Source: an optimization exercise on an open RTL-to-GDS flow (aim: small area). Production flows keep margins and buffers that such runs may drop.
RTL that was checked went through simulation tests only; none was proved equivalent to the original.
Only the layout flow was run in runs 1 and 4; the RTL was not checked for function there.
The flow treats the clock pin as an ideal source, which a real chip does not have.
Power figures rest on the tool's default switching activity, not on a simulated workload.

[design/flow/config.mk]
export PLATFORM = sky130hd
export DESIGN_NAME = mwf1_rx
export DESIGN_NICKNAME = mwf1_rx
export VERILOG_FILES = /design/flow/design.v
export SDC_FILE = /design/flow/constraint.sdc
export NUM_CORES = 4
export LEC_CHECK = 0
export CAP_MARGIN = 0
export CORE_MARGIN = 2
export CORE_UTILIZATION = 70
export PLACE_DENSITY = 0.85
export SLEW_MARGIN = 0
[design/flow/constraint.sdc]
create_clock -name core_clock -period 5.0 [get_ports {clk}]
set_input_delay 1.0000 -clock core_clock [delete_from_list [all_inputs] [get_ports {clk}]]
set_output_delay 1.0000 -clock core_clock [all_outputs]
set_load 0.01 [all_outputs]
[design/flow/design.v]
module mwf1_crc32 (
    input  wire [31:0] s,
    input  wire [7:0]  b,
    output wire [31:0] o
);
    wire n40 = s[0] ^ b[0];
    wire n41 = s[1] ^ b[1];
    wire n42 = s[6] ^ b[6];
    wire n43 = s[3] ^ b[3];
    wire n44 = s[4] ^ b[4];
    wire n45 = s[2] ^ b[2];
    wire n46 = s[7] ^ b[7];
    wire n47 = s[5] ^ b[5];
    wire n48 = n41 ^ n46;
    wire n49 = n40 ^ n47;
    wire n50 = n43 ^ n45;
    wire n51 = n42 ^ n50;
    wire n52 = n43 ^ n44;
    wire n53 = n42 ^ n49;
    wire n54 = n40 ^ n44;
    wire n55 = n41 ^ n49;
    wire n56 = n41 ^ n45;
    wire n57 = n46 ^ n52;
    wire n58 = n44 ^ n53;
    wire n59 = n44 ^ n47;
    wire n60 = n42 ^ n48;
    wire n61 = n45 ^ n46;
    wire n62 = n42 ^ n57;
    wire n63 = n48 ^ n51;
    wire n64 = n48 ^ n52;
    wire n65 = s[8] ^ n45;
    wire n66 = s[9] ^ n40;
    wire n67 = n66 ^ n43;
    wire n68 = s[10] ^ n41;
    wire n69 = n68 ^ n54;
    wire n70 = s[11] ^ n47;
    wire n71 = n70 ^ n56;
    wire n72 = s[12] ^ n40;
    wire n73 = n72 ^ n51;
    wire n74 = s[13] ^ n64;
    wire n75 = s[14] ^ n59;
    wire n76 = s[15] ^ n53;
    wire n77 = s[16] ^ n60;
    wire n78 = s[17] ^ n46;
    wire n79 = s[18] ^ n45;
    wire n80 = s[19] ^ n43;
    wire n81 = s[20] ^ n54;
    wire n82 = s[21] ^ n55;
    wire n83 = s[22] ^ n42;
    wire n84 = n83 ^ n56;
    wire n85 = s[23] ^ n46;
    wire n86 = n85 ^ n50;
    wire n87 = s[24] ^ n50;
    wire n88 = n87 ^ n54;
    wire n89 = s[25] ^ n52;
    wire n90 = n89 ^ n55;
    wire n91 = s[26] ^ n56;
    wire n92 = n91 ^ n58;
    wire n93 = s[27] ^ n47;
    wire n94 = n93 ^ n63;
    wire n95 = s[28] ^ n62;
    wire n96 = s[29] ^ n59;
    wire n97 = n96 ^ n61;
    wire n98 = s[30] ^ n47;
    wire n99 = n98 ^ n51;
    wire n100 = s[31] ^ n62;
    wire n101 = n44 ^ n49;
    wire n102 = n101 ^ n61;
    wire n103 = n51 ^ n55;
    wire n104 = n54 ^ n63;
    wire n105 = n47 ^ n64;
    wire n106 = n48 ^ n53;
    wire n107 = n40 ^ n60;
    assign o[0] = n65;
    assign o[1] = n67;
    assign o[2] = n69;
    assign o[3] = n71;
    assign o[4] = n73;
    assign o[5] = n74;
    assign o[6] = n75;
    assign o[7] = n76;
    assign o[8] = n77;
    assign o[9] = n78;
    assign o[10] = n79;
    assign o[11] = n80;
    assign o[12] = n81;
    assign o[13] = n82;
    assign o[14] = n84;
    assign o[15] = n86;
    assign o[16] = n88;
    assign o[17] = n90;
    assign o[18] = n92;
    assign o[19] = n94;
    assign o[20] = n95;
    assign o[21] = n97;
    assign o[22] = n99;
    assign o[23] = n100;
    assign o[24] = n102;
    assign o[25] = n103;
    assign o[26] = n104;
    assign o[27] = n105;
    assign o[28] = n58;
    assign o[29] = n106;
    assign o[30] = n107;
    assign o[31] = n48;
endmodule
module mwf1_rx (
    input  wire        clk,
    input  wire        rst,
    input  wire        rx_valid,
    input  wire [7:0]  rx_data,
    output wire        rx_ready,
    output wire        tx_valid,
    output wire [7:0]  tx_data,
    input  wire        tx_ready,
    output wire        pay_we,
    output wire [14:0] pay_addr,
    output wire [7:0]  pay_wdata,
    output wire        frm_valid,
    output wire [14:0] frm_len,
    input  wire        frm_ready,
    output wire [1:0]  st_phase,
    output wire [1:0]  st_rx_state
);
    localparam [14:0] MAXLEN = 15'd26937;
    localparam [1:0] PH_RECEIVE  = 2'd1;
    localparam [1:0] PH_DISPATCH = 2'd2;
    localparam [1:0] PH_ACK      = 2'd3;
    localparam [1:0] S_SEEK = 2'd0;
    localparam [1:0] S_LEN  = 2'd1;
    localparam [1:0] S_PAY  = 2'd2;
    localparam [1:0] S_CRC  = 2'd3;
    localparam [2:0] A_ERL0 = 3'b100, A_ERL1 = 3'b111, A_ERL2 = 3'b010;
    localparam [2:0] A_ERC0 = 3'b101, A_ERC1 = 3'b110, A_ERC2 = 3'b011;
    localparam [2:0] A_OK0  = 3'b000, A_OK1  = 3'b001;
    reg        busy;
    reg [1:0]  rx_state;
    reg        win_ne;
    reg [1:0]  mm;
    reg [14:0] len_r;
    reg        len_ovf;      
    reg [14:0] pay_cnt;
    reg [31:0] crc;
    reg [15:0] tmr;
    reg        tmr_ge;       
    wire [2:0] ack = {win_ne, mm};
    wire recv   = !busy;
    wire rx_fire = rx_valid && recv;
    wire st_seek = (rx_state == S_SEEK);
    wire st_len  = (rx_state == S_LEN);
    wire st_pay  = (rx_state == S_PAY);
    wire st_crc  = (rx_state == S_CRC);
    wire [31:0] crc_next;
    mwf1_crc32 u_crc (.s(crc), .b(rx_data), .o(crc_next));
    wire crc_ok = (crc[31:8] == 24'h00BE26) && ((crc[7:0] ^ rx_data) == 8'hED);
    reg  [14:0] cnt_inc;
    reg         cnt_cy;
    integer     k;
    always @* begin
        cnt_cy = 1'b1;
        for (k = 0; k < 15; k = k + 1) begin
            cnt_inc[k] = pay_cnt[k] ^ cnt_cy;
            cnt_cy     = pay_cnt[k] & cnt_cy;
        end
    end
    wire        fld_last = (pay_cnt[1:0] == 2'd3);
    wire        pay_last = (cnt_inc == len_r);
    reg         len_le;
    integer     j;
    always @* begin
        len_le = 1'b1;
        for (j = 0; j < 15; j = j + 1)
            len_le = MAXLEN[j] ? (!len_r[j] || len_le) : (!len_r[j] && len_le);
    end
    wire        len_ge9  = (|len_r[14:4]) || (len_r[3] && (|len_r[2:0]));
    wire        len_ok   = !len_ovf && (rx_data == 8'd0) && len_ge9 && len_le;
    wire b_m0 = (rx_data == 8'h4D);
    wire b_m1 = (rx_data == 8'h57);
    wire b_m2 = (rx_data == 8'h46);
    wire b_m3 = (rx_data == 8'h31);
    wire magic_hit = (mm == 2'd3) && b_m3;
    reg tmr_hit;
    always @* begin
        case (rx_state)
            S_SEEK:  tmr_hit = ((tmr & 16'h0109) == 16'h0101);  
            S_PAY:   tmr_hit = ((tmr & 16'h7FBE) == 16'h6320);  
            default: tmr_hit = ((tmr & 16'h4040) == 16'h4040);  
        endcase
    end
    wire ge     = tmr_ge | tmr_hit;
    wire expire = recv && !rx_valid && ge && (!st_seek || win_ne);
    wire len_end = rx_fire && st_len && fld_last;
    wire pay_end = rx_fire && st_pay && pay_last;
    wire crc_end = rx_fire && st_crc && fld_last;
    wire tmr_clr = rx_fire && (st_seek || (st_len && fld_last) || (st_pay && pay_last));
    always @(posedge clk) begin
        if (tmr_clr) begin
            tmr    <= 16'd0;
            tmr_ge <= 1'b0;
        end else begin
            tmr    <= {tmr[14:0], ~(tmr[15] ^ tmr[12] ^ tmr[5] ^ tmr[3])};
            tmr_ge <= ge;
        end
        if (st_seek || len_end || pay_end)
            pay_cnt <= 15'd0;
        else if (rx_fire)
            pay_cnt <= cnt_inc;
        if (rx_fire && st_len) begin
            if (pay_cnt[1:0] == 2'd0) len_r[7:0] <= rx_data;
            if (pay_cnt[1:0] == 2'd1) begin
                len_r[14:8] <= rx_data[6:0];
                len_ovf     <= rx_data[7];
            end else begin
                len_ovf     <= len_ovf | (rx_data != 8'd0);
            end
        end
        if (!(st_pay || st_crc))
            crc <= 32'hFFFFFFFF;
        else if (rx_fire)
            crc <= crc_next;
        if (rst) begin
            busy     <= 1'b0;
            rx_state <= S_SEEK;
            win_ne   <= 1'b0;
            mm       <= 2'd0;
        end else begin
            if (!st_seek || expire) begin
                win_ne <= 1'b0;
                mm     <= 2'd0;
            end else if (rx_fire) begin
                win_ne <= !magic_hit;
                if (b_m0)                        mm <= 2'd1;
                else if (mm == 2'd1 && b_m1)     mm <= 2'd2;
                else if (mm == 2'd2 && b_m2)     mm <= 2'd3;
                else                             mm <= 2'd0;
            end
            if (!busy) begin
                begin
                    if (rx_fire) begin
                        case (rx_state)
                            S_SEEK: if (magic_hit) rx_state <= S_LEN;
                            S_LEN: if (fld_last) begin
                                if (len_ok) begin
                                    rx_state <= S_PAY;
                                end else begin
                                    rx_state <= S_SEEK;
                                    busy     <= 1'b1;
                                    {win_ne, mm} <= A_ERL0;
                                end
                            end
                            S_PAY: if (pay_last) rx_state <= S_CRC;
                            default: if (fld_last) begin
                                busy <= 1'b1;
                                if (!crc_ok) begin
                                    rx_state <= S_SEEK;
                                    {win_ne, mm} <= A_ERC0;
                                end
                            end
                        endcase
                    end else if (expire) begin
                        rx_state <= S_SEEK;
                    end
                end
            end else if (rx_state[0]) begin
                if (frm_ready) rx_state <= S_SEEK;
            end else begin
                begin
                    if (tx_ready) begin
                        case (ack)
                            A_ERL0: {win_ne, mm} <= A_ERL1;
                            A_ERL1: {win_ne, mm} <= A_ERL2;
                            A_ERC0: {win_ne, mm} <= A_ERC1;
                            A_ERC1: {win_ne, mm} <= A_ERC2;
                            A_OK0:  {win_ne, mm} <= A_OK1;
                            default: begin
                                {win_ne, mm} <= 3'b000;
                                busy         <= 1'b0;
                            end
                        endcase
                    end
                end
            end
        end
    end
    reg [7:0] ack_byte;
    always @* begin
        case (ack)
            A_ERL0, A_ERC0: ack_byte = 8'h45;
            A_ERL1, A_ERC1: ack_byte = 8'h52;
            A_ERL2:         ack_byte = 8'h4C;
            A_ERC2:         ack_byte = 8'h43;
            A_OK0:          ack_byte = 8'h4F;
            default:        ack_byte = 8'h4B;
        endcase
    end
    assign rx_ready    = recv;
    assign tx_valid    = busy && !rx_state[0];
    assign tx_data     = ack_byte;
    assign pay_we      = rx_fire && st_pay;
    assign pay_addr    = pay_cnt;
    assign pay_wdata   = rx_data;
    assign frm_valid   = busy && rx_state[0];
    assign frm_len     = len_r;
    assign st_phase    = {busy, !(busy && rx_state[0])};
    assign st_rx_state = busy ? S_SEEK : rx_state;
endmodule
[design/flow/flow/run.sh]
#!/bin/bash
# The standard layout (standard.sh: the standard synthesis and ORFS flow),
# with these changes to how the layout is built:
#  - synthesis maps the logic with an area-oriented ABC script (two rounds of
#    mapping with relaxed delay, with a don't-care resynthesis between)
#    (flow/abc_map.script, used in place of ORFS's abc_speed.script through a
#    copy of ORFS's scripts folder in ./orfs_scripts; nothing else in the
#    copy changes, so the registers are those of the standard synthesis);
#  - the input and output port buffers use the smallest buffer cell
#    (sky130_fd_sc_hd__buf_1);
#  - the clock tree is built from clkbuf_4 buffers without dummy loads, and
#    after CTS each clock buffer whose flip-flops would see too slow a clock
#    slew is upsized to clkbuf_8 (flow/post_cts.tcl).
# standard.sh's full output is written to standard.log in this folder; ORFS
# keeps each step's log under orfs/logs/.
set -o pipefail
rm -rf orfs_scripts
cp -r "$FLOW_HOME/scripts" orfs_scripts
cp flow/abc_map.script orfs_scripts/abc_speed.script
export SCRIPTS_DIR="$PWD/orfs_scripts"
export BUFFER_PORTS_ARGS="-buffer_cell sky130_fd_sc_hd__buf_1"
export CTS_ARGS="-sink_clustering_enable -repair_clock_nets -buf_list sky130_fd_sc_hd__clkbuf_4 -dont_use_dummy_load"
export POST_CTS_TCL="$PWD/flow/post_cts.tcl"
bash standard.sh > standard.log 2>&1
[design/flow/flow/abc_map.script]
strash
&get -n
&st
&dch -f
&nf -R 1000 -p
&put
mfs2 -a
strash
&get -n
&st
&syn2
&dch -f
&nf -R 1000 -p
&put
[design/flow/flow/post_cts.tcl]
estimate_parasitics -placement
foreach inst [get_cells -hierarchical clkbuf*] {
  if {[get_property $inst ref_name] != "sky130_fd_sc_hd__clkbuf_4"} { continue }
  set out [get_pins -of_objects $inst -filter "direction==output"]
  set worst 0
  foreach pin [get_pins -of_objects [get_nets -of_objects $out] -filter "direction==input"] {
    if {[get_property $pin name] != "CLK"} { continue }
    foreach e {rise fall} {
      set s [get_property $pin slew_max_$e]
      if {$s > $worst} { set worst $s }
    }
  }
  if {$worst > 0.112} {
    puts "upsizing [get_name $inst] to clkbuf_8 (clock pin slew $worst ns)"
    replace_cell $inst sky130_fd_sc_hd__clkbuf_8
  }
}
estimate_parasitics -placement
detailed_placement
check_placement -verbose
estimate_parasitics -placement
[design/flow/standard.sh]
#!/bin/bash
# synth_recipe.tcl (not shown) runs the flow's synth.tcl, then flattens the netlist and writes it again
# the make line also repeats each setting of config.mk as NAME=value (left out here)
make -C /OpenROAD-flow-scripts/flow DESIGN_CONFIG=/design/flow/config.mk WORK_HOME=/design/flow/orfs CLKGATE_MAP_FILE= SYNTH_SCRIPT=/design/flow/synth_recipe.tcl "${@:-finish}"
==> results of run 1 <==
## cell usage in the layout, fill, tap and decap left out, types with 2 or more instances in the layout
cell type,synthesis,layout
sky130_fd_sc_hd__o22ai_1,2,2
sky130_fd_sc_hd__clkbuf_8,0,4
sky130_fd_sc_hd__nor2b_1,20,20
sky130_fd_sc_hd__clkinv_1,7,7
sky130_fd_sc_hd__conb_1,2,3
sky130_fd_sc_hd__a211oi_1,3,3
sky130_fd_sc_hd__a221oi_1,3,3
sky130_fd_sc_hd__ha_1,17,16
sky130_fd_sc_hd__o211ai_1,29,29
sky130_fd_sc_hd__nand4_1,9,9
sky130_fd_sc_hd__and2_0,3,3
sky130_fd_sc_hd__xnor2_1,45,45
sky130_fd_sc_hd__a21oi_1,32,32
sky130_fd_sc_hd__o21ai_0,12,12
sky130_fd_sc_hd__nand2_1,68,67
sky130_fd_sc_hd__nor3_1,12,12
sky130_fd_sc_hd__nor4_1,6,6
sky130_fd_sc_hd__edfxtp_1,16,16
sky130_fd_sc_hd__nor3b_1,3,3
sky130_fd_sc_hd__nor2_1,26,26
sky130_fd_sc_hd__xor2_1,36,36
sky130_fd_sc_hd__o31ai_1,3,3
sky130_fd_sc_hd__buf_4,12,5
sky130_fd_sc_hd__buf_1,0,63
sky130_fd_sc_hd__dfxtp_1,70,69
sky130_fd_sc_hd__clkbuf_4,0,5
sky130_fd_sc_hd__a31oi_1,3,3
sky130_fd_sc_hd__nand3_1,10,10
## sequential cells by signal (all words and copies together) (netlist names)
signal	count
crc	32
tmr	16
len_r	15
pay_cnt	15
mm	2
rx_state	2
busy	1
len_ovf	1
tmr_ge	1
win_ne	1
## cell families after synthesis
group,share of synthesized area [%]
and+or+nand+nor,18.0
AOI/OAI and AO/OA,13.3
DFF,44.1
xor gates and xnor gates,16.6
buffers and inverters,2.73
adders and majority gates,4.99
other,0.176
## stage by stage
| stage | cells | setup slack [ns] |
|---|---|---|
| 5_1_grt | 599 | 0.242 |
| 3_5_place_dp | 590 | 0.620 |
| 3_3_place_gp | 590 | 0.749 |
| 6_report | 599 | 0.562 |
| 2_1_floorplan | 459 | 0.00373 |
## worst max-delay path, delay by kind of cell, from the launching register on
| kind | cells | cell delay, ns |
|---|---|---|
| AND/OR/NAND/NOR | 5 | 0.78 |
| XOR/XNOR | 2 | 0.35 |
| adder cells (fa/ha/maj) | 13 | 2.43 |
| AO/OA/AOI/OAI | 2 | 0.42 |
| flip-flops | 1 | 0.36 |
## power by group through the flow
stage / combinational [uW] / clock [uW] / sequential (uW)
floorplan: 305 / 0 / 797
global placement: 388 / 0 / 794
detailed placement: 397 / 0 / 797
global route: 443 / 363 / 787
finish: 404 / 332 / 782
## worst paths after layout
path / slack [ns] / startpoint / end
setup / recovery: 0.56 / pay_cnt[0]$_SDFFE_PP0P_ / rx_state[1]$_SDFFE_PP0P_
hold / removal: 0.46 / tmr[2]$_SDFF_PP0_ / tmr[3]$_SDFF_PP0_
setup reg to reg: 0.56 / pay_cnt[0]$_SDFFE_PP0P_ / rx_state[1]$_SDFFE_PP0P_
hold reg to reg: 0.46 / tmr[2]$_SDFF_PP0_ / tmr[3]$_SDFF_PP0_
## final cells by class
type                       count  share of cell area (%)
timing repair buffer          68                    5.90
multi-input combinational    354                    49.0
inverter                       7                   0.565
tap                           75                    2.02
sequential                    86                    40.5
clock buffer                   9                    1.99
## routing by layer
layer / GRT usage [%] / vias up / part of all wire [%]
met3: 5.60 / 18 / 5.3
met2: 51.5 / 136 / 50
met4: 9.00 / 0 / 1.5
met5: 0 / - / 0
met1: 38.5 / 1705 / 43
li1: - / 1729 / -
==> results.toml, run 1 <==
[sta]
whs_ns = 0.461
setup_viol_count_final = 0
tns_ns = 0
timing.final.max_slew_violations = 0
layout_worst_path_cycle_share_pct = 88.8
rsz0062_at_grt = "no"
timing.fmax_mhz = 225
slew_headroom_pct = 45.1
worst_margin_slew_ns = 0.821
clock_skew_ns = 0.0320
report.final.hold_viol_count = 0
post_layout_min_period_ns = 4.44

[cells_and_area]
area_taken_by_flip_flops_and_latches_sq_um = 1880
nets = 556
nFillCells = 441
area_delta_synth_final_pct = 8.98
drive_gt1_share_pct = 3.44
multi_input_area_sq_um = 2280
insertedDiodeCount = 0
final_area_sq_um = 4650
utilization_after_layout_pct = 78.5

[placed_design]
io_buffers = 63
gpl.final_weighted_congestion = 0.890
place_hpwl_mm = 6.99
detailed_place.area_sq_um = 4550

[status]
outcome = "complete, no violations"

[global_routing]
maximum_number_of_pins_on_one_net_before_global_route_repair = 81
grt_pass1_wl_mm = 15.2
grt.total_usage_pct = 30.0
number_of_antenna_violations_at_the_first_check_in_global_routing = 0
first_global_vias = 3185
grt_overflow = 0

[die]
die_w_um = 82.1
chipHeight_um = 82.1
design.die.area_sq_um = 6730
num_rows = 28
start_util_pct = 72.0
core_area_sq_um = 5920
io-pin-count = 67

[power_and_ir_drop]
ir_worst_vdd_uv = 239
power_frac_clock_pct = 21.9
seq_power_share_pct = 51.5
internal_power_contribution_uw = 1030
switchingPower_uw = 491
p_total_uw = 1520
power.combinational.fraction_pct = 26.6
total_leakage_power_uw = 0.00163
swShare_pct = 32.3
power.density_nw_per_um2 = 327

[synthesis]
netlist.top_cell.by_area = "sky130_fd_sc_hd__dfxtp_1"
synthTopCellsByArea = "sky130_fd_sc_hd__dfxtp_1 33%, sky130_fd_sc_hd__edfxtp_1 11%, sky130_fd_sc_hd__xnor2_1 9.2%"
yosysTopAreaCellShare_pct = 32.9
ys_warn_count = 1
syn_area_sq_um = 4260
edff_count_synth = 16
share_of_synthesized_area_occupied_by_flip_flops_and_latches_pct = 44.1
postSynth.asyncResetShare_pct = 0
syn_avg_cell_area_sq_um = 9.31
netlist_instances = 458
synth_common_cells = "70 x sky130_fd_sc_hd__dfxtp_1, 68 x sky130_fd_sc_hd__nand2_1, 45 x sky130_fd_sc_hd__xnor2_1"
synth.lib_cells_used.distinct = 34
yosys_register_bits = 86
synth.most_common_cell = "sky130_fd_sc_hd__dfxtp_1"
synth_ff_type = "sky130_fd_sc_hd__dfxtp_1"

[critical_path]
path_cells = "ha_2, ha_1, ha_1, ha_1, ha_1, ha_1, ha_1, ha_1, ha_1, ha_1, ha_1, ha_1, ha_1, xnor2_1, xnor2_1, nor3_1, nand4_1, a21oi_1, nand3_1, nor3_1, nor2_1, a211oi_1"
critical_path_endpoint_category = "flop"
critPathRequiredTime_ns = 5.32
path_common_cell = "sky130_fd_sc_hd__ha_1"
critical_path_arrival_ns = 4.75
crit_slowest_cell = "sky130_fd_sc_hd__dfxtp_2"
reg2regPathDepth = 22
criticalPathCategory = "flop to flop"
critical_path.max_stage_delay_ns = 0.36
critical_path.max_fanout = 6
setup_crit_start_kind = "flop"

[routing]
detailedRoute.firstIterationViolations = 259
routedWlPerCell_um = 16.3
route.detailed.drc = 0
via_count_of_the_routed_design = 3588
routed_wl_mm = 9.76
drt-pass1-iter-count = 5
final_antenna_net_count = 0
drt-vias-per-instance = 5.99

[worst_hold_path]
timing.hold.worst.class = "flop to flop"
hold_depth = 1

[run]
maxCapViolations = 0

[clocking]
clk_transition_reported_paths_ns = 0.09
numClockSinks = 86
tritoncts = "yes"
worstSkewPairLatency_ns = 0.43
==> run 2: changes to the inputs <==
--- a/design/flow/design.v
+++ b/design/flow/design.v
@@ -124,7 +124,4 @@
 );
     localparam [14:0] MAXLEN = 15'd26937;
-    localparam [1:0] PH_RECEIVE  = 2'd1;
-    localparam [1:0] PH_DISPATCH = 2'd2;
-    localparam [1:0] PH_ACK      = 2'd3;
     localparam [1:0] S_SEEK = 2'd0;
     localparam [1:0] S_LEN  = 2'd1;
==> run 2 against run 1 <==
  * Combinational power about the same
  * Final cell count did not move
  * Routed wire length stayed put
  * Register-to-register slack hardly changed
  * Sequential power hardly changed
  * First-iteration DRC count unchanged
  * Total power stayed put
  * Hold slack did not move
  * Sequential share of layout area is the same
  * Clock power about the same
  * Critical path depth is the same
  * Clock skew stayed put
==> results.toml, run 2 <==
[synthesis]
ys_warn_count = 1
netlist.top_cell.by_area = "sky130_fd_sc_hd__dfxtp_1"
synth_ff_type = "sky130_fd_sc_hd__dfxtp_1"
synth_common_cells = "70 x sky130_fd_sc_hd__dfxtp_1, 68 x sky130_fd_sc_hd__nand2_1, 45 x sky130_fd_sc_hd__xnor2_1"
yosysTopAreaCellShare_pct = 32.9
synth.most_common_cell = "sky130_fd_sc_hd__dfxtp_1"
synth.lib_cells_used.distinct = 34
netlist_instances = 458
syn_area_sq_um = 4260
edff_count_synth = 16
synthTopCellsByArea = "sky130_fd_sc_hd__dfxtp_1 33%, sky130_fd_sc_hd__edfxtp_1 11%, sky130_fd_sc_hd__xnor2_1 9.2%"
syn_avg_cell_area_sq_um = 9.31
postSynth.asyncResetShare_pct = 0
yosys_register_bits = 86
share_of_synthesized_area_occupied_by_flip_flops_and_latches_pct = 44.1

[cells_and_area]
nets = 556
drive_gt1_share_pct = 3.44
insertedDiodeCount = 0
layout.cells.most_common = "sky130_fd_sc_hd__dfxtp_1"
area_delta_synth_final_pct = 8.98
largest_reg_flops = 32
max_flop_register = "crc"
biggestRegsByFlops = "crc x32, tmr x16"
layout_common_cells = "69 x sky130_fd_sc_hd__dfxtp_1, 67 x sky130_fd_sc_hd__nand2_1, 63 x sky130_fd_sc_hd__buf_1"

[critical_path]
critical_path_endpoint_category = "flop"
critical_path.max_stage_delay_ns = 0.36
crit_buf_inv = 0
critPathRequiredTime_ns = 5.32
setup_crit_start_kind = "flop"
criticalPathCategory = "flop to flop"
critical_path.max_fanout = 6
path_cells = "ha_2, ha_1, ha_1, ha_1, ha_1, ha_1, ha_1, ha_1, ha_1, ha_1, ha_1, ha_1, ha_1, xnor2_1, xnor2_1, nor3_1, nand4_1, a21oi_1, nand3_1, nor3_1, nor2_1, a211oi_1"
critical_path_arrival_ns = 4.75
crit_slowest_cell = "sky130_fd_sc_hd__dfxtp_2"
critical-path-top-delay-family = "adder cells"
path_common_cell = "sky130_fd_sc_hd__ha_1"

[routing]
drt-vias-per-instance = 5.99
routedWlPerCell_um = 16.3
final_antenna_net_count = 0
detailedRoute.firstIterationViolations = 259
routed_wl_mm = 9.76
drt-pass1-iter-count = 5
via_count_of_the_routed_design = 3588
route.detailed.drc = 0

[power_and_ir_drop]
seq_power_share_pct = 51.5
switchingPower_uw = 491
total_leakage_power_uw = 0.00163
ir_worst_vdd_uv = 239
power.combinational.fraction_pct = 26.6
swShare_pct = 32.3
power.density_nw_per_um2 = 327
power_frac_clock_pct = 21.9
internal_power_contribution_uw = 1030

[die]
die_w_um = 82.1
num_rows = 28
start_util_pct = 72.0
chipHeight_um = 82.1
design.die.area_sq_um = 6730
io-pin-count = 67
core_area_sq_um = 5920

[sta]
slew_headroom_pct = 45.1
rsz0062_at_grt = "no"
layout_worst_path_cycle_share_pct = 88.8
timing.final.ws_setup_ns = 0.562
report.final.hold_viol_count = 0
post_layout_min_period_ns = 4.44
timing.fmax_mhz = 225
tns_ns = 0
worst_margin_slew_ns = 0.821
setup_viol_count_final = 0
timing.final.max_slew_violations = 0
clock_skew_ns = 0.0320

[global_routing]
first_global_vias = 3185
number_of_antenna_violations_at_the_first_check_in_global_routing = 0
maximum_number_of_pins_on_one_net_before_global_route_repair = 81
grt_overflow = 0
grt_util_met3_pct = 5.60
grt-busiest-layer = "met2"
grtUsageMet1_pct = 38.5
grt.total_usage_pct = 30.0
globalRouteMet2Util_pct = 51.5
grt_pass1_wl_mm = 15.2

[run]
maxCapViolations = 0

[placed_design]
gpl.final_weighted_congestion = 0.890
place_hpwl_mm = 6.99
io_buffers = 63
post-place-ws_ns = 0.620

[clocking]
clk_transition_reported_paths_ns = 0.09
tritoncts = "yes"
worstSkewPairLatency_ns = 0.43
numClockSinks = 86

[status]
outcome = "complete, no violations"

[worst_hold_path]
timing.hold.worst.class = "flop to flop"
[run 2: cells by family (layout without fill, tap and decap cells)]
| family | Yosys count | after routing | synth area share (%) |
|---|---|---|---|
| AO/OA/AOI/OAI | 90 | 90 | 13.3 |
| XOR/XNOR | 81 | 81 | 16.6 |
| adder cells (fa/ha/maj) | 17 | 17 | 4.99 |
| buffers and inverters | 19 | 84 | 2.73 |
| flip-flops | 86 | 86 | 44.1 |
| other | 2 | 3 | 0.176 |
| AND/OR/NAND/NOR | 163 | 163 | 18.0 |
[run 2: per-layer routing]
metal  wire length, um  share of wire, %
met1              4200                43
met2              4900                50
met3               514               5.3
met4               144               1.5
met5                 0                 0
[run 2: path summary, 6_finish.rpt]
kind	from	end	slack, ns	cells past startpoint
worst min-delay path	tmr[2]$_SDFF_PP0_	tmr[3]$_SDFF_PP0_	0.46	1
worst max register to register	pay_cnt[0]$_SDFFE_PP0P_	rx_state[1]$_SDFFE_PP0P_	0.56	22
worst min register to register	tmr[2]$_SDFF_PP0_	tmr[3]$_SDFF_PP0_	0.46	1
worst max-delay path	pay_cnt[0]$_SDFFE_PP0P_	rx_state[1]$_SDFFE_PP0P_	0.56	22
[run 2: final cells by class]
cell class / count / area (sq um)
Multi-Input combinational cell: 354 / 2280
Sequential cell: 86 / 1880
Fill cell: 441 / 1270
Tap cell: 75 / 93.8
Inverter: 7 / 26.3
Clock buffer: 9 / 92.6
Timing Repair Buffer: 68 / 274
[run 2: worst register-to-register path, cell delays in order, from the launching register on]
cell	delay, ns
sky130_fd_sc_hd__dfxtp_2	0.36
sky130_fd_sc_hd__ha_2	0.23
sky130_fd_sc_hd__ha_1	0.19
sky130_fd_sc_hd__ha_1	0.18
sky130_fd_sc_hd__ha_1	0.18
sky130_fd_sc_hd__ha_1	0.19
sky130_fd_sc_hd__ha_1	0.18
sky130_fd_sc_hd__ha_1	0.18
sky130_fd_sc_hd__ha_1	0.19
sky130_fd_sc_hd__ha_1	0.18
sky130_fd_sc_hd__ha_1	0.18
sky130_fd_sc_hd__ha_1	0.18
sky130_fd_sc_hd__ha_1	0.18
sky130_fd_sc_hd__ha_1	0.19
sky130_fd_sc_hd__xnor2_1	0.24
sky130_fd_sc_hd__xnor2_1	0.11
sky130_fd_sc_hd__nor3_1	0.18
sky130_fd_sc_hd__nand4_1	0.18
sky130_fd_sc_hd__a21oi_1	0.20
sky130_fd_sc_hd__nand3_1	0.12
sky130_fd_sc_hd__nor3_1	0.24
sky130_fd_sc_hd__nor2_1	0.06
sky130_fd_sc_hd__a211oi_1	0.23
[run 2: stage by stage]
| step | total power [uW] | instances | instance area, sq um | hold slack (ns) | util [%] |
|---|---|---|---|---|---|
| after floorplan | 1100 | 459 | 4270 | 0.438 | - |
| after global placement | 1180 | 590 | 4550 | 0.449 | 76.9 |
| after detailed placement | 1190 | 590 | 4550 | 0.459 | 76.9 |
| after global routing | 1590 | 599 | 4650 | 0.469 | 78.5 |
| final | 1520 | 599 | 4650 | 0.461 | 78.5 |
[run 2: power by group through the flow]
stage                     clock network [uW]  registers (uW)  logic, uW
final                                    332             782        404
after global routing                     363             787        443
after detailed placement                   0             797        397
after global placement                     0             794        388
after floorplan                            0             797        305
==> run 3: changes to the inputs <==
--- a/design/flow/config.mk
+++ b/design/flow/config.mk
@@ -8,5 +8,5 @@
 export CAP_MARGIN = 0
 export CORE_MARGIN = 2
-export CORE_UTILIZATION = 70
-export PLACE_DENSITY = 0.85
+export CORE_UTILIZATION = 80
+export PLACE_DENSITY = 0.9
 export SLEW_MARGIN = 0
==> run 3 against run 2 <==
  * Non-clock buffer count down 1
  * Still clean on timing, DRC and antenna
  * Critical path type unchanged
  * Critical path depth fell by 2
  * Largest power group unchanged
  * Critical endpoint is now pay_cnt[1]$_SDFFE_PP0P_
  * Clock-buffer cell count did not move
  * Total power rose by 0.37%
  * Die area decreased by 12%
  * Register-to-register slack got worse by 0.09 ns
  * Routed wire length grew 7.0%
  * Clock power is 2% lower
  * Highest routed layer unchanged
  * Synthesized cell count unchanged
  * Utilization up 12 points
  * Maximum frequency decreased by 2.0%
  * Design area shrank 0.30%
==> results.toml, run 3 <==
[die]
start_util_pct = 83.0
num_rows = 26
chipHeight_um = 77.0
die_w_um = 77.0
core_area_sq_um = 5140
design.die.area_sq_um = 5930
io-pin-count = 67

[critical_path]
critical_path_arrival_ns = 4.81
critPathRequiredTime_ns = 5.28
path_common_cell = "sky130_fd_sc_hd__ha_1"
critical_path_endpoint_category = "flop"
critical_path.max_stage_delay_ns = 0.47
critical_path_depth = 20
reg2regPathDepth = 20
path_cells = "ha_2, ha_1, ha_1, ha_1, ha_1, ha_1, ha_1, ha_1, ha_1, ha_1, ha_1, ha_1, ha_1, xnor2_1, xnor2_1, nor3_1, nand4_1, a221oi_1, or2_4, a211oi_1"
criticalPathCategory = "flop to flop"
setup_crit_start_kind = "flop"
critical_path.max_fanout = 15
critical-path-top-delay-family = "adder cells"
crit_buf_inv = 0
crit_slowest_cell = "sky130_fd_sc_hd__a221oi_1"

[global_routing]
grt_pass1_wl_mm = 17.2
maximum_number_of_pins_on_one_net_before_global_route_repair = 81
number_of_antenna_violations_at_the_first_check_in_global_routing = 0
grt.total_usage_pct = 36.9
first_global_vias = 3519
grt_overflow = 0

[sta]
setup_viol_count_final = 0
report.final.hold_viol_count = 0
post_layout_min_period_ns = 4.53
worst_margin_slew_ns = 0.910
rsz0062_at_grt = "no"
clock_skew_ns = 0.0291
tns_ns = 0
layout_worst_path_cycle_share_pct = 90.6
timing.final.max_slew_violations = 0
timing.fmax_mhz = 221
slew_headroom_pct = 39.1

[cells_and_area]
drive_gt1_share_pct = 3.25
area_delta_synth_final_pct = 8.66
area_taken_by_flip_flops_and_latches_sq_um = 1880
largest_reg_flops = 32
multi_input_area_sq_um = 2280
biggestRegsByFlops = "crc x32, tmr x16"
insertedDiodeCount = 0
nFillCells = 238
layout_common_cells = "69 x sky130_fd_sc_hd__dfxtp_1, 67 x sky130_fd_sc_hd__nand2_1, 63 x sky130_fd_sc_hd__buf_1"
max_flop_register = "crc"
post_layout_nonfiller_instances = 593
layout.cells.most_common = "sky130_fd_sc_hd__dfxtp_1"
nets = 555

[synthesis]
yosys_register_bits = 86
synth.most_common_cell = "sky130_fd_sc_hd__dfxtp_1"
yosysTopAreaCellShare_pct = 32.9
synthXorXnorAreaFrac_pct = 16.6
synth.mux.area_fraction_pct = 0
ys_warn_count = 1
netlist.top_cell.by_area = "sky130_fd_sc_hd__dfxtp_1"
share_of_synthesized_area_occupied_by_flip_flops_and_latches_pct = 44.1
synth_common_cells = "70 x sky130_fd_sc_hd__dfxtp_1, 68 x sky130_fd_sc_hd__nand2_1, 45 x sky130_fd_sc_hd__xnor2_1"
syn_avg_cell_area_sq_um = 9.31
synthTopCellsByArea = "sky130_fd_sc_hd__dfxtp_1 33%, sky130_fd_sc_hd__edfxtp_1 11%, sky130_fd_sc_hd__xnor2_1 9.2%"
share_of_synthesized_cell_area_in_and_or_nand_and_nor_gates_pct = 18.0
synth-adder-area-share_pct = 4.99
synth.lib_cells_used.distinct = 34
synth_top_family_by_area = "simple AND/OR/NAND/NOR gates"
synth_compound_area_share_pct = 13.3
synth_ff_type = "sky130_fd_sc_hd__dfxtp_1"
edff_count_synth = 16
netlist_instances = 458
syn_area_sq_um = 4260
postSynth.asyncResetShare_pct = 0

[routing]
routedWlPerCell_um = 17.6
final_antenna_net_count = 0
via_count_of_the_routed_design = 3723
route.detailed.drc = 0
routed_wl_mm = 10.4
detailedRoute.firstIterationViolations = 253
drt-vias-per-instance = 6.28
drt-pass1-iter-count = 5

[clocking]
worstSkewPairLatency_ns = 0.44
tritoncts = "yes"
clk_transition_reported_paths_ns = 0.10
numClockSinks = 86

[placed_design]
io_buffers = 63
place_hpwl_mm = 7.34
gpl.final_weighted_congestion = 0.913
placedCellCount = 584

[power_and_ir_drop]
power.density_nw_per_um2 = 329
ir_worst_vdd_uv = 265
p_total_uw = 1520
total_leakage_power_uw = 0.00162

[worst_hold_path]
hold_depth = 1
timing.hold.worst.class = "flop to flop"

[status]
outcome = "complete, no violations"

[run]
maxCapViolations = 0
==> run 3: cell type report <==
type | count | area share, %
Multi-Input combinational cell | 354 | 49.1
Clock buffer | 9 | 2.00
Sequential cell | 86 | 40.6
Inverter | 7 | 0.567
Timing Repair Buffer | 67 | 5.75
Tap cell | 70 | 1.89
==> run 3: metrics by stage <==
stage	util [%]	hold slack [ns]	instance area, sq um	setup slack (ns)
floorplan	-	0.438	4270	0.00373
global placement	88.3	0.446	4540	0.781
detailed placement	88.3	0.456	4540	0.580
global route	90.1	0.493	4630	0.183
finish	90.1	0.475	4630	0.469
==> run 3: final timing paths <==
path,to,start,slack [ns]
hold / removal,tmr[12]$_SDFF_PP0_,tmr[11]$_SDFF_PP0_,0.48
setup / recovery,pay_cnt[1]$_SDFFE_PP0P_,pay_cnt[0]$_SDFFE_PP0P_,0.47
hold reg to reg,tmr[12]$_SDFF_PP0_,tmr[11]$_SDFF_PP0_,0.48
setup reg to reg,pay_cnt[1]$_SDFFE_PP0P_,pay_cnt[0]$_SDFFE_PP0P_,0.47
==> run 3: report_power, final <==
part           internal, uW  total (uW)  switching, uW  leakage [uW]
clock network           118         326            209     0.0000518
registers               745         785           40.5      0.000715
logic                   163         412            249      0.000857
==> run 3: kinds of logic after synthesis <==
kind of cell	Yosys count
simple gates	163
compound gates	90
flops	86
xor+xnor	81
other cells	2
fa+ha+maj	17
buf+inv	19
==> run 3: layer usage <==
metal / global-route usage (%) / up-vias / wire, um
met3: 9.06 / 42 / 926
met5: 0 / - / 0
met2: 62.8 / 221 / 5120
li1: - / 1734 / -
met4: 15.9 / 0 / 354
met1: 44.5 / 1726 / 4040
==> run 4: changes to the inputs <==
--- a/design/flow/design.v
+++ b/design/flow/design.v
@@ -155,5 +155,5 @@
     integer     k;
     always @* begin
-        cnt_cy = 1'b1;
+        cnt_cy = rx_fire;
         for (k = 0; k < 15; k = k + 1) begin
             cnt_inc[k] = pay_cnt[k] ^ cnt_cy;
@@ -201,5 +201,5 @@
         if (st_seek || len_end || pay_end)
             pay_cnt <= 15'd0;
-        else if (rx_fire)
+        else
             pay_cnt <= cnt_inc;
         if (rx_fire && st_len) begin
--- a/design/flow/flow/post_cts.tcl
+++ b/design/flow/flow/post_cts.tcl
@@ -11,5 +11,5 @@
     }
   }
-  if {$worst > 0.112} {
+  if {$worst > 0.122} {
     puts "upsizing [get_name $inst] to clkbuf_8 (clock pin slew $worst ns)"
     replace_cell $inst sky130_fd_sc_hd__clkbuf_8
==> run 4 against run 3 <==
  * Clock-buffer cell count unchanged
  * Hold slack worse by 0.0016 ns
  * Via count down 5.5%
  * First-iteration DRC count grew 69%
  * Critical path depth increased by 6
  * Still clean
  * Final cell count down 3.9%
  * Worst setup slack worse by 0.32 ns
  * Combinational power shrank 56%
  * Largest power group unchanged
  * Total power down 21%
==> results.toml, run 4 <==
[status]
outcome = "complete, no violations"

[cells_and_area]
final_area_sq_um = 4650
biggestRegsByFlops = "crc x32, tmr x16"
layout_common_cells = "70 x sky130_fd_sc_hd__dfxtp_1, 62 x sky130_fd_sc_hd__buf_1, 46 x sky130_fd_sc_hd__nand2_1"
largest_reg_flops = 32
max_flop_register = "crc"
insertedDiodeCount = 0
drive_gt1_share_pct = 5.40
nets = 531
area_delta_synth_final_pct = 11.3
layout.cells.most_common = "sky130_fd_sc_hd__dfxtp_1"

[synthesis]
netlist_instances = 433
synth.lib_cells_used.distinct = 37
synth_common_cells = "70 x sky130_fd_sc_hd__dfxtp_1, 47 x sky130_fd_sc_hd__nand2_1, 42 x sky130_fd_sc_hd__xnor2_1"
synthTopCellsByArea = "sky130_fd_sc_hd__dfxtp_1 34%, sky130_fd_sc_hd__edfxtp_1 11%, sky130_fd_sc_hd__xnor2_1 8.8%"
syn_area_sq_um = 4180
synth.most_common_cell = "sky130_fd_sc_hd__dfxtp_1"
yosysTopAreaCellShare_pct = 33.5
synth_ff_type = "sky130_fd_sc_hd__dfxtp_1"
yosys_register_bits = 86
share_of_synthesized_area_occupied_by_flip_flops_and_latches_pct = 45.0
syn_avg_cell_area_sq_um = 9.65
netlist.top_cell.by_area = "sky130_fd_sc_hd__dfxtp_1"
ys_warn_count = 1
edff_count_synth = 16
postSynth.asyncResetShare_pct = 0

[sta]
layout_worst_path_cycle_share_pct = 97.1
slew_headroom_pct = 25.3
setup_viol_count_final = 0
clock_skew_ns = 0.0248
timing.final.ws_setup_ns = 0.146
report.final.hold_viol_count = 0
timing.fmax_mhz = 206
post_layout_min_period_ns = 4.85
timing.final.max_slew_violations = 0
worst_margin_slew_ns = 1.11

[power_and_ir_drop]
power.density_nw_per_um2 = 258
internal_power_contribution_uw = 871
power.combinational.fraction_pct = 15.3
swShare_pct = 27.3
switchingPower_uw = 327
p_total_uw = 1200
power_frac_clock_pct = 23.9
seq_power_share_pct = 60.8
ir_worst_vdd_uv = 241
total_leakage_power_uw = 0.00166

[critical_path]
critical_path_arrival_ns = 5.17
reg2regPathDepth = 26
crit_path_start = "rx_valid"
critical_path_endpoint_category = "flop"
r2r_setup_slack_ns = 0.24
capture_point_of_the_worst_reg_to_reg_path = "rx_state[1]$_SDFFE_PP0P_"
criticalPathCategory = "input port to flop"
setup_crit_start_kind = "input port"
critPathRequiredTime_ns = 5.32
end_point_of_the_critical_path = "rx_state[1]$_SDFFE_PP0P_"
crit-reg2reg-launch = "busy$_SDFF_PP0_"
critical_path.max_fanout = 3

[clocking]
numClockSinks = 86
worstSkewPairLatency_ns = 0.43
tritoncts = "yes"
clk_transition_reported_paths_ns = 0.12

[die]
design.die.area_sq_um = 5820
die_w_um = 76.3
chipHeight_um = 76.3
io-pin-count = 67
core_area_sq_um = 5070
num_rows = 26
start_util_pct = 82.3

[placed_design]
detailed_place.area_sq_um = 4560
post-place-ws_ns = -0.290
io_buffers = 63
place_hpwl_mm = 7.36
gpl.final_weighted_congestion = 0.920

[routing]
final_antenna_net_count = 0
routed_wl_mm = 10.1
route.detailed.drc = 0
detailedRoute.firstIterationViolations = 427
drt-pass1-iter-count = 5
drt-vias-per-instance = 6.17
routedWlPerCell_um = 17.7
via_count_of_the_routed_design = 3519

[global_routing]
grt_pass1_wl_mm = 16.2
grt.total_usage_pct = 35.3
maximum_number_of_pins_on_one_net_before_global_route_repair = 67
grt_overflow = 0
number_of_antenna_violations_at_the_first_check_in_global_routing = 0
first_global_vias = 3288

[run]
maxCapViolations = 0

[worst_hold_path]
timing.hold.worst.class = "flop to flop"
-- run 4: cells by family after synthesis --
| family | synth area share, % |
|---|---|
| other cells | 0.180 |
| buf+inv | 2.78 |
| compound gates | 11.6 |
| simple gates | 18.4 |
| flops | 45.0 |
| xor+xnor | 17.2 |
| fa+ha+maj | 4.79 |
-- run 4: cell type report --
type                    count  area [sq um]
multi-input cells         329          2270
flip-flops and latches     86          1880
fillers                   200           423
repair buffers             69           308
well taps                  70          87.6
clock buffers               9          67.6
inverters                   7          38.8
-- run 4: metal layers --
| metal | vias to the layer above | track usage (%) | wire, um |
|---|---|---|---|
| met5 | - | 0 | 0 |
| met4 | 0 | 16.2 | 331 |
| met3 | 36 | 4.74 | 723 |
| met2 | 201 | 63.4 | 5210 |
| met1 | 1644 | 42.0 | 3820 |
| li1 | 1638 | - | - |
-- run 4: power by group through the flow --
stage	logic [uW]	clock network, uW	registers [uW]
2_1_floorplan	134	0	740
3_3_place_gp	173	0	742
3_5_place_dp	178	0	743
5_1_grt	199	312	730
6_report	183	287	728
-- run 4: worst min-delay path by stage --
| stage | from | to | slack [ns] | cells past startpoint |
|---|---|---|---|---|
| 2_1_floorplan | tmr[13]$_SDFF_PP0_ | tmr[14]$_SDFF_PP0_ | 0.44 | 1 |
| 3_3_place_gp | tmr[6]$_SDFF_PP0_ | tmr[7]$_SDFF_PP0_ | 0.45 | 1 |
| 3_5_place_dp | tmr[1]$_SDFF_PP0_ | tmr[2]$_SDFF_PP0_ | 0.46 | 1 |
| 5_1_grt | tmr[7]$_SDFF_PP0_ | tmr[8]$_SDFF_PP0_ | 0.49 | 1 |
| 6_report | tmr[1]$_SDFF_PP0_ | tmr[2]$_SDFF_PP0_ | 0.47 | 1 |
-- run 4: stage by stage --
step / std cells / TNS, ns / util [%] / hold slack, ns
after floorplan: 434 / 0 / - / 0.438
after global placement: 561 / -2.53 / 89.9 / 0.445
after detailed placement: 561 / -5.61 / 89.9 / 0.458
after global routing: 570 / -0.0539 / 91.7 / 0.490
final: 570 / 0 / 91.7 / 0.474
-- run 4: worst max-delay path, stage by stage --
cell,delay [ns]
sky130_fd_sc_hd__clkbuf_2,0.13
sky130_fd_sc_hd__nand2_8,0.10
sky130_fd_sc_hd__clkinv_8,0.05
sky130_fd_sc_hd__ha_4,0.15
sky130_fd_sc_hd__ha_1,0.17
sky130_fd_sc_hd__ha_1,0.18
sky130_fd_sc_hd__ha_1,0.19
sky130_fd_sc_hd__ha_1,0.18
sky130_fd_sc_hd__ha_1,0.19
sky130_fd_sc_hd__ha_1,0.18
sky130_fd_sc_hd__ha_1,0.18
sky130_fd_sc_hd__ha_1,0.18
sky130_fd_sc_hd__ha_1,0.18
sky130_fd_sc_hd__ha_1,0.18
sky130_fd_sc_hd__ha_1,0.18
sky130_fd_sc_hd__ha_2,0.19
sky130_fd_sc_hd__ha_4,0.22
sky130_fd_sc_hd__xor2_1,0.15
sky130_fd_sc_hd__nor4_1,0.21
sky130_fd_sc_hd__nand2_1,0.10
sky130_fd_sc_hd__nor3_2,0.24
sky130_fd_sc_hd__nand2b_4,0.18
sky130_fd_sc_hd__nand3_2,0.10
sky130_fd_sc_hd__a21oi_2,0.17
sky130_fd_sc_hd__nand2b_1,0.13
sky130_fd_sc_hd__a21oi_1,0.06
==> run 5: changes to the inputs <==
--- a/design/flow/design.v
+++ b/design/flow/design.v
@@ -151,10 +151,15 @@
     mwf1_crc32 u_crc (.s(crc), .b(rx_data), .o(crc_next));
     wire crc_ok = (crc[31:8] == 24'h00BE26) && ((crc[7:0] ^ rx_data) == 8'hED);
+    wire [3:0]  cnt_blk_cy;
+    assign cnt_blk_cy[0] = rx_fire;
+    assign cnt_blk_cy[1] = rx_fire && (&pay_cnt[3:0]);
+    assign cnt_blk_cy[2] = rx_fire && (&pay_cnt[7:0]);
+    assign cnt_blk_cy[3] = rx_fire && (&pay_cnt[11:0]);
     reg  [14:0] cnt_inc;
     reg         cnt_cy;
     integer     k;
     always @* begin
-        cnt_cy = rx_fire;
         for (k = 0; k < 15; k = k + 1) begin
+            if (k % 4 == 0) cnt_cy = cnt_blk_cy[k / 4];
             cnt_inc[k] = pay_cnt[k] ^ cnt_cy;
             cnt_cy     = pay_cnt[k] & cnt_cy;
--- a/design/flow/flow/post_cts.tcl
+++ b/design/flow/flow/post_cts.tcl
@@ -11,5 +11,5 @@
     }
   }
-  if {$worst > 0.122} {
+  if {$worst > 0.112} {
     puts "upsizing [get_name $inst] to clkbuf_8 (clock pin slew $worst ns)"
     replace_cell $inst sky130_fd_sc_hd__clkbuf_8
==> run 5 against run 4 <==
  * Highest routed layer unchanged
  * Register-to-register slack improved by 1.0 ns
  * Critical endpoint is now pay_cnt[0]$_SDFF_PP0_
  * Critical path depth decreased by 12
  * Still clean
  * Critical path type is now flop to flop
  * Flip-flop and latch count did not move
==> results.toml, run 5 <==
[cells_and_area]
final_area_sq_um = 4560
area_delta_synth_final_pct = 8.85
max_flop_register = "crc"
largest_reg_flops = 32
biggestRegsByFlops = "crc x32, tmr x16"
layout.cells.most_common = "sky130_fd_sc_hd__dfxtp_1"
nFillCells = 243
nets = 529
area_taken_by_flip_flops_and_latches_sq_um = 1880
insertedDiodeCount = 0
drive_gt1_share_pct = 2.99
layout_common_cells = "70 x sky130_fd_sc_hd__dfxtp_1, 63 x sky130_fd_sc_hd__buf_1, 48 x sky130_fd_sc_hd__nand2_1"
multi_input_area_sq_um = 2200

[sta]
timing.fmax_mhz = 267
report.final.hold_viol_count = 0
whs_ns = 0.447
layout_worst_path_cycle_share_pct = 75.0
worst_margin_slew_ns = 0.968
timing.final.ws_setup_ns = 1.25
clock_skew_ns = 0.0314
post_layout_min_period_ns = 3.75
timing.final.max_slew_violations = 0
slew_headroom_pct = 35.0
setup_viol_count_final = 0
tns_ns = 0
rsz0062_at_grt = "no"

[critical_path]
capture_point_of_the_worst_reg_to_reg_path = "pay_cnt[0]$_SDFF_PP0_"
critical_path.max_stage_delay_ns = 0.50
critical_path.max_fanout = 18
critical-path-top-delay-family = "simple AND/OR/NAND/NOR gates"
reg2regPathDepth = 14
path_common_cell = "sky130_fd_sc_hd__ha_1"
critical_path_arrival_ns = 4.09
critical_path_endpoint_category = "flop"
critPathRequiredTime_ns = 5.33
r2r_setup_slack_ns = 1.25
critical_path_depth = 14
crit-reg2reg-launch = "busy$_SDFF_PP0_"
crit_buf_inv = 3
path_cells = "clkinv_1, nand2_2, clkinv_1, ha_1, ha_1, ha_1, xor2_1, nor4_1, nand4_1, nand2_1, nand3_1, o21ai_0, buf_4, nor2b_1"
crit_slowest_cell = "sky130_fd_sc_hd__dfxtp_1"
criticalPathCategory = "flop to flop"
setup_crit_start_kind = "flop"

[synthesis]
netlist_instances = 435
synth.lib_cells_used.distinct = 32
yosys_register_bits = 86
syn_area_sq_um = 4190
synth.most_common_cell = "sky130_fd_sc_hd__dfxtp_1"
postSynth.asyncResetShare_pct = 0
synth_common_cells = "70 x sky130_fd_sc_hd__dfxtp_1, 49 x sky130_fd_sc_hd__nand2_1, 45 x sky130_fd_sc_hd__xnor2_1"
synthTopCellsByArea = "sky130_fd_sc_hd__dfxtp_1 33%, sky130_fd_sc_hd__edfxtp_1 11%, sky130_fd_sc_hd__xnor2_1 9.4%"
syn_avg_cell_area_sq_um = 9.62
edff_count_synth = 16
synth_ff_type = "sky130_fd_sc_hd__dfxtp_1"
yosysTopAreaCellShare_pct = 33.5
netlist.top_cell.by_area = "sky130_fd_sc_hd__dfxtp_1"
ys_warn_count = 1
share_of_synthesized_area_occupied_by_flip_flops_and_latches_pct = 45.0

[routing]
final_antenna_net_count = 0
route.detailed.drc = 0
detailedRoute.firstIterationViolations = 293
drt-pass1-iter-count = 5
via_count_of_the_routed_design = 3542
routedWlPerCell_um = 17.0
drt-vias-per-instance = 6.20
routed_wl_mm = 9.69

[run]
maxCapViolations = 0

[global_routing]
grt.total_usage_pct = 36.0
first_global_vias = 3507
number_of_antenna_violations_at_the_first_check_in_global_routing = 0
grt_pass1_wl_mm = 16.5
grt_overflow = 0
maximum_number_of_pins_on_one_net_before_global_route_repair = 63

[power_and_ir_drop]
p_total_uw = 1210
total_leakage_power_uw = 0.00160
power.density_nw_per_um2 = 265
ir_worst_vdd_uv = 275

[placed_design]
post-place-ws_ns = 0.846
place_hpwl_mm = 7.10
gpl.final_weighted_congestion = 0.924
detailed_place.area_sq_um = 4460
io_buffers = 63

[die]
die_w_um = 76.3
chipHeight_um = 76.3
design.die.area_sq_um = 5830
core_area_sq_um = 5070
start_util_pct = 82.5
num_rows = 26
io-pin-count = 67

[status]
outcome = "complete, no violations"

[clocking]
clk_transition_reported_paths_ns = 0.10
numClockSinks = 86
tritoncts = "yes"
worstSkewPairLatency_ns = 0.47

[worst_hold_path]
hold_depth = 1
timing.hold.worst.class = "flop to flop"
timing.hold.worst.start = "tmr[2]$_SDFF_PP0_"
worst_hold_path.endpoint = "tmr[3]$_SDFF_PP0_"
## run 5: changes by cell type after synthesis, sizes merged, moves of 3 or more
cell / before / now
nand4: 8 / 11
nand2b: 5 / 2
nor2b: 32 / 18
and2: 1 / 16
nor2: 27 / 20
o211ai: 28 / 31
ha: 16 / 13
nor3: 8 / 13
xnor2: 42 / 45
nor4: 6 / 10
nand3: 5 / 8
## run 5: kinds of logic (layout without fill, tap and decap cells)
family                     Yosys count  in the layout  share of synthesized area [%]
DFF                                 86             86                           45.0
buffers and inverters               18             83                           2.69
adders and majority gates           13             13                           3.89
other                                2              3                          0.179
muxes                                1              1                          0.239
AOI/OAI and AO/OA                   76             76                           11.7
and+or+nand+nor                    155            155                           18.8
xor gates and xnor gates            84             84                           17.6
## run 5: how the worst max path moves through the flow
stage / startpoint / endpoint / slack [ns]
floorplan: rx_valid / pay_cnt[0]$_SDFF_PP0_ / 0.56
global placement: rx_valid / pay_cnt[10]$_SDFF_PP0_ / 0.97
detailed placement: rx_valid / pay_cnt[4]$_SDFF_PP0_ / 0.85
global route: busy$_SDFF_PP0_ / pay_cnt[0]$_SDFF_PP0_ / 0.89
finish: busy$_SDFF_PP0_ / pay_cnt[0]$_SDFF_PP0_ / 1.25
## run 5: per-layer routing
metal	vias up	global-route usage [%]	wire [um]
met2	174	62.6	4990
met4	0	18.9	355
li1	1666	-	-
met3	41	8.29	628
met1	1661	41.2	3720
met5	-	0	0
## run 5: area by class of cell
| class | instances | area share, % |
|---|---|---|
| Clock buffer | 9 | 2.03 |
| Multi-Input combinational cell | 332 | 48.2 |
| Tap cell | 70 | 1.92 |
| Sequential cell | 86 | 41.3 |
| Inverter | 6 | 0.494 |
| Timing Repair Buffer | 68 | 6.01 |
## run 5: per-stage QoR
stage	std cells	utilization, %
final	571	89.8
after global routing	571	89.8
after detailed placement	562	87.9
after global placement	562	87.9
after floorplan	436	-
## run 5: power by group
| group | total, uW | leakage [uW] | switching [uW] | internal (uW) |
|---|---|---|---|---|
| combinational | 160 | 0.000839 | 100 | 59.6 |
| sequential | 721 | 0.000710 | 9.31 | 712 |
| clock | 327 | 0.0000518 | 210 | 117 |
| total | 1210 | 0.00160 | 320 | 889 |
==> run 6: changes to the inputs <==
--- a/design/flow/config.mk
+++ b/design/flow/config.mk
@@ -8,5 +8,5 @@
 export CAP_MARGIN = 0
 export CORE_MARGIN = 2
-export CORE_UTILIZATION = 80
-export PLACE_DENSITY = 0.9
+export CORE_UTILIZATION = 70
+export PLACE_DENSITY = 0.85
 export SLEW_MARGIN = 0
==> run 6 against run 5 <==
  * Critical path depth increased by 1
  * Sequential power barely moved
  * Worst setup slack got worse by 0.030 ns
  * Clock skew up 0.0011 ns
  * Routed wire length is 4.7% lower
  * Via count shrank 4.0%
  * Area after synthesis is the same
  * Combinational power about the same
  * Flip-flop and latch count is the same
  * First-iteration DRC count down 23%
  * Hold slack improved by 0.025 ns
  * Highest routed layer unchanged
==> results.toml, run 6 <==
[routing]
drt-pass1-iter-count = 5
routedWlPerCell_um = 16.0
route.detailed.drc = 0
drt-vias-per-instance = 5.89
routed_wl_mm = 9.24
via_count_of_the_routed_design = 3399
detailedRoute.firstIterationViolations = 226
final_antenna_net_count = 0

[synthesis]
share_of_synthesized_area_occupied_by_flip_flops_and_latches_pct = 45.0
share_of_synthesized_cell_area_in_and_or_nand_and_nor_gates_pct = 18.8
synth_ff_type = "sky130_fd_sc_hd__dfxtp_1"
ys_warn_count = 1
synth.mux.area_fraction_pct = 0.239
edff_count_synth = 16
yosys_register_bits = 86
synthTopCellsByArea = "sky130_fd_sc_hd__dfxtp_1 33%, sky130_fd_sc_hd__edfxtp_1 11%, sky130_fd_sc_hd__xnor2_1 9.4%"
netlist.top_cell.by_area = "sky130_fd_sc_hd__dfxtp_1"
synthXorXnorAreaFrac_pct = 17.6
syn_avg_cell_area_sq_um = 9.62
synth_top_family_by_area = "simple AND/OR/NAND/NOR gates"
synth_common_cells = "70 x sky130_fd_sc_hd__dfxtp_1, 49 x sky130_fd_sc_hd__nand2_1, 45 x sky130_fd_sc_hd__xnor2_1"
synth.lib_cells_used.distinct = 32
syn_area_sq_um = 4190
netlist_instances = 435
postSynth.asyncResetShare_pct = 0
synth.most_common_cell = "sky130_fd_sc_hd__dfxtp_1"
synth-adder-area-share_pct = 3.89
synth_compound_area_share_pct = 11.7
yosysTopAreaCellShare_pct = 33.5

[clocking]
worstSkewPairLatency_ns = 0.44
clk_transition_reported_paths_ns = 0.10
numClockSinks = 86
tritoncts = "yes"

[power_and_ir_drop]
total_leakage_power_uw = 0.00160
internal_power_contribution_uw = 881
swShare_pct = 26.4
power_frac_clock_pct = 26.6
ir_worst_vdd_uv = 209
power.density_nw_per_um2 = 263
power.combinational.fraction_pct = 13.2
switchingPower_uw = 317
seq_power_share_pct = 60.2

[cells_and_area]
layout_common_cells = "70 x sky130_fd_sc_hd__dfxtp_1, 63 x sky130_fd_sc_hd__buf_1, 48 x sky130_fd_sc_hd__nand2_1"
final_area_sq_um = 4560
area_delta_synth_final_pct = 9.03
nets = 530
largest_reg_flops = 32
nFillCells = 411
area_taken_by_flip_flops_and_latches_sq_um = 1880
insertedDiodeCount = 0
biggestRegsByFlops = "crc x32, tmr x16"
max_flop_register = "crc"
drive_gt1_share_pct = 3.19
post_layout_nonfiller_instances = 577
multi_input_area_sq_um = 2200
layout.cells.most_common = "sky130_fd_sc_hd__dfxtp_1"

[placed_design]
place_hpwl_mm = 6.78
placedCellCount = 568
gpl.final_weighted_congestion = 0.921
io_buffers = 63
detailed_place.area_sq_um = 4480

[critical_path]
critical_path_arrival_ns = 4.09
critPathRequiredTime_ns = 5.31
criticalPathCategory = "input port to flop"
setup_crit_start_kind = "input port"
r2r_setup_slack_ns = 1.33
critical_path.max_fanout = 16
critical_path_endpoint_category = "flop"

[global_routing]
grt_pass1_wl_mm = 14.9
grt.total_usage_pct = 29.4
grt_overflow = 0
maximum_number_of_pins_on_one_net_before_global_route_repair = 62
number_of_antenna_violations_at_the_first_check_in_global_routing = 0
first_global_vias = 3185

[die]
die_w_um = 81.3
chipHeight_um = 81.3
start_util_pct = 71.5
num_rows = 28
io-pin-count = 67
design.die.area_sq_um = 6610
core_area_sq_um = 5850

[worst_hold_path]
timing.hold.worst.class = "flop to flop"

[sta]
slew_headroom_pct = 38.1
tns_ns = 0
report.final.hold_viol_count = 0
timing.fmax_mhz = 264
timing.final.max_slew_violations = 0
rsz0062_at_grt = "no"
post_layout_min_period_ns = 3.78
setup_viol_count_final = 0
worst_margin_slew_ns = 0.921
clock_skew_ns = 0.0325
layout_worst_path_cycle_share_pct = 75.6

[run]
maxCapViolations = 0

[status]
outcome = "complete, no violations"
-- run 6: cell families (layout without fill, tap and decap cells) --
logic type | after synthesis | in the layout
other | 2 | 3
flip-flops | 86 | 86
AND/OR/NAND/NOR | 155 | 155
multiplexers | 1 | 1
XOR/XNOR | 84 | 84
buffers and inverters | 18 | 84
AO/OA/AOI/OAI | 76 | 76
adder cells (fa/ha/maj) | 13 | 13
-- run 6: power groups by stage --
| stage | combinational, uW | sequential, uW | clock, uW |
|---|---|---|---|
| after detailed placement | 156 | 737 | 0 |
| after global routing | 175 | 723 | 344 |
| final | 158 | 721 | 318 |
| after global placement | 152 | 737 | 0 |
| after floorplan | 119 | 735 | 0 |
-- run 6: area by class of cell --
type / instances / share of cell area (%)
flip-flops and latches: 86 / 41.2
clock buffers: 9 / 1.89
multi-input cells: 332 / 48.1
well taps: 75 / 2.06
repair buffers: 69 / 6.17
inverters: 6 / 0.494
-- run 6: critical path, stage by stage --
cell	delay [ns]
sky130_fd_sc_hd__buf_1	0.14
sky130_fd_sc_hd__nand2_2	0.12
sky130_fd_sc_hd__nor4_1	0.42
sky130_fd_sc_hd__ha_1	0.23
sky130_fd_sc_hd__ha_1	0.14
sky130_fd_sc_hd__ha_1	0.25
sky130_fd_sc_hd__xnor2_1	0.17
sky130_fd_sc_hd__nand4_1	0.14
sky130_fd_sc_hd__nor4_1	0.36
sky130_fd_sc_hd__nand4_1	0.19
sky130_fd_sc_hd__nand2_1	0.14
sky130_fd_sc_hd__nand3_1	0.32
sky130_fd_sc_hd__o21ai_0	0.19
sky130_fd_sc_hd__buf_4	0.22
sky130_fd_sc_hd__nor2b_1	0.07
-- run 6: path summary, 6_finish.rpt --
path / end / start / cells past startpoint
worst min register to register: tmr[2]$_SDFF_PP0_ / tmr[1]$_SDFF_PP0_ / 1
worst max-delay path: pay_cnt[13]$_SDFF_PP0_ / rx_valid / 15
worst max register to register: pay_cnt[13]$_SDFF_PP0_ / busy$_SDFF_PP0_ / 14
worst min-delay path: tmr[2]$_SDFF_PP0_ / tmr[1]$_SDFF_PP0_ / 1
-- run 6: stage by stage --
stage                     hold WS (ns)  utilization (%)  power, uW  setup slack (ns)
after global placement           0.442             76.5        888             0.959
after detailed placement         0.450             76.5        893             0.821
final                            0.472             78.0       1200              1.22
after floorplan                  0.431                -        854             0.556
after global routing             0.491             78.0       1240             0.895
-- run 6: metal layers --
| layer | global-route usage, % | vias up | part of all wire (%) | wire, um |
|---|---|---|---|---|
| li1 | - | 1662 | - | - |
| met1 | 35.1 | 1630 | 42 | 3860 |
| met2 | 51.7 | 92 | 52 | 4810 |
| met3 | 3.89 | 15 | 4.3 | 400 |
| met4 | 14.7 | 0 | 1.9 | 171 |
| met5 | 0 | - | 0 | 0 |

-- afterwards: timing with drivers on the ports --
In the flow no input, the clock included, has a driving cell. The finished layouts below were timed again as built, in two steps.
Step 1 (the two cells are an assumption about what drives the block):
set clk [get_ports {clk}]
set_driving_cell -lib_cell sky130_fd_sc_hd__clkbuf_16 $clk
set_driving_cell -lib_cell sky130_fd_sc_hd__buf_2 [delete_from_list [all_inputs] $clk]
Step 2 adds t to the input delays and takes it off the output delays; t is the mean of the earliest and latest rising clock arrival at the registers after step 1. Input paths then give back, and output paths get back, about the clock's delay inside the block.
a / b / c = no drivers / after step 1 / after step 2; a / b = the first two.
run	shift t [ns]	setup slack, ns	slew at the worst register clock pin (ns)	pins driven straight from the clock port
run 1	0.440	0.562 / 0.562 / 0.562	0.11 / 0.11	1
run 2	0.440	0.562 / 0.562 / 0.562	0.11 / 0.11	1
run 3	0.455	0.469 / 0.469 / 0.469	0.10 / 0.10	1
run 4	0.443	0.146 / 0.154 / -0.288	0.12 / 0.12	1
run 5	0.479	1.249 / 1.249 / 0.777	0.10 / 0.10	1
run 6	0.449	1.219 / 1.221 / 0.773	0.11 / 0.11	1
With both steps, setup timing fails in run 4, where it was met with ideal ports. For run 5, which loses most, drivers alone change the setup slack by 0.000 ns; drivers and shift together by -0.472 ns.
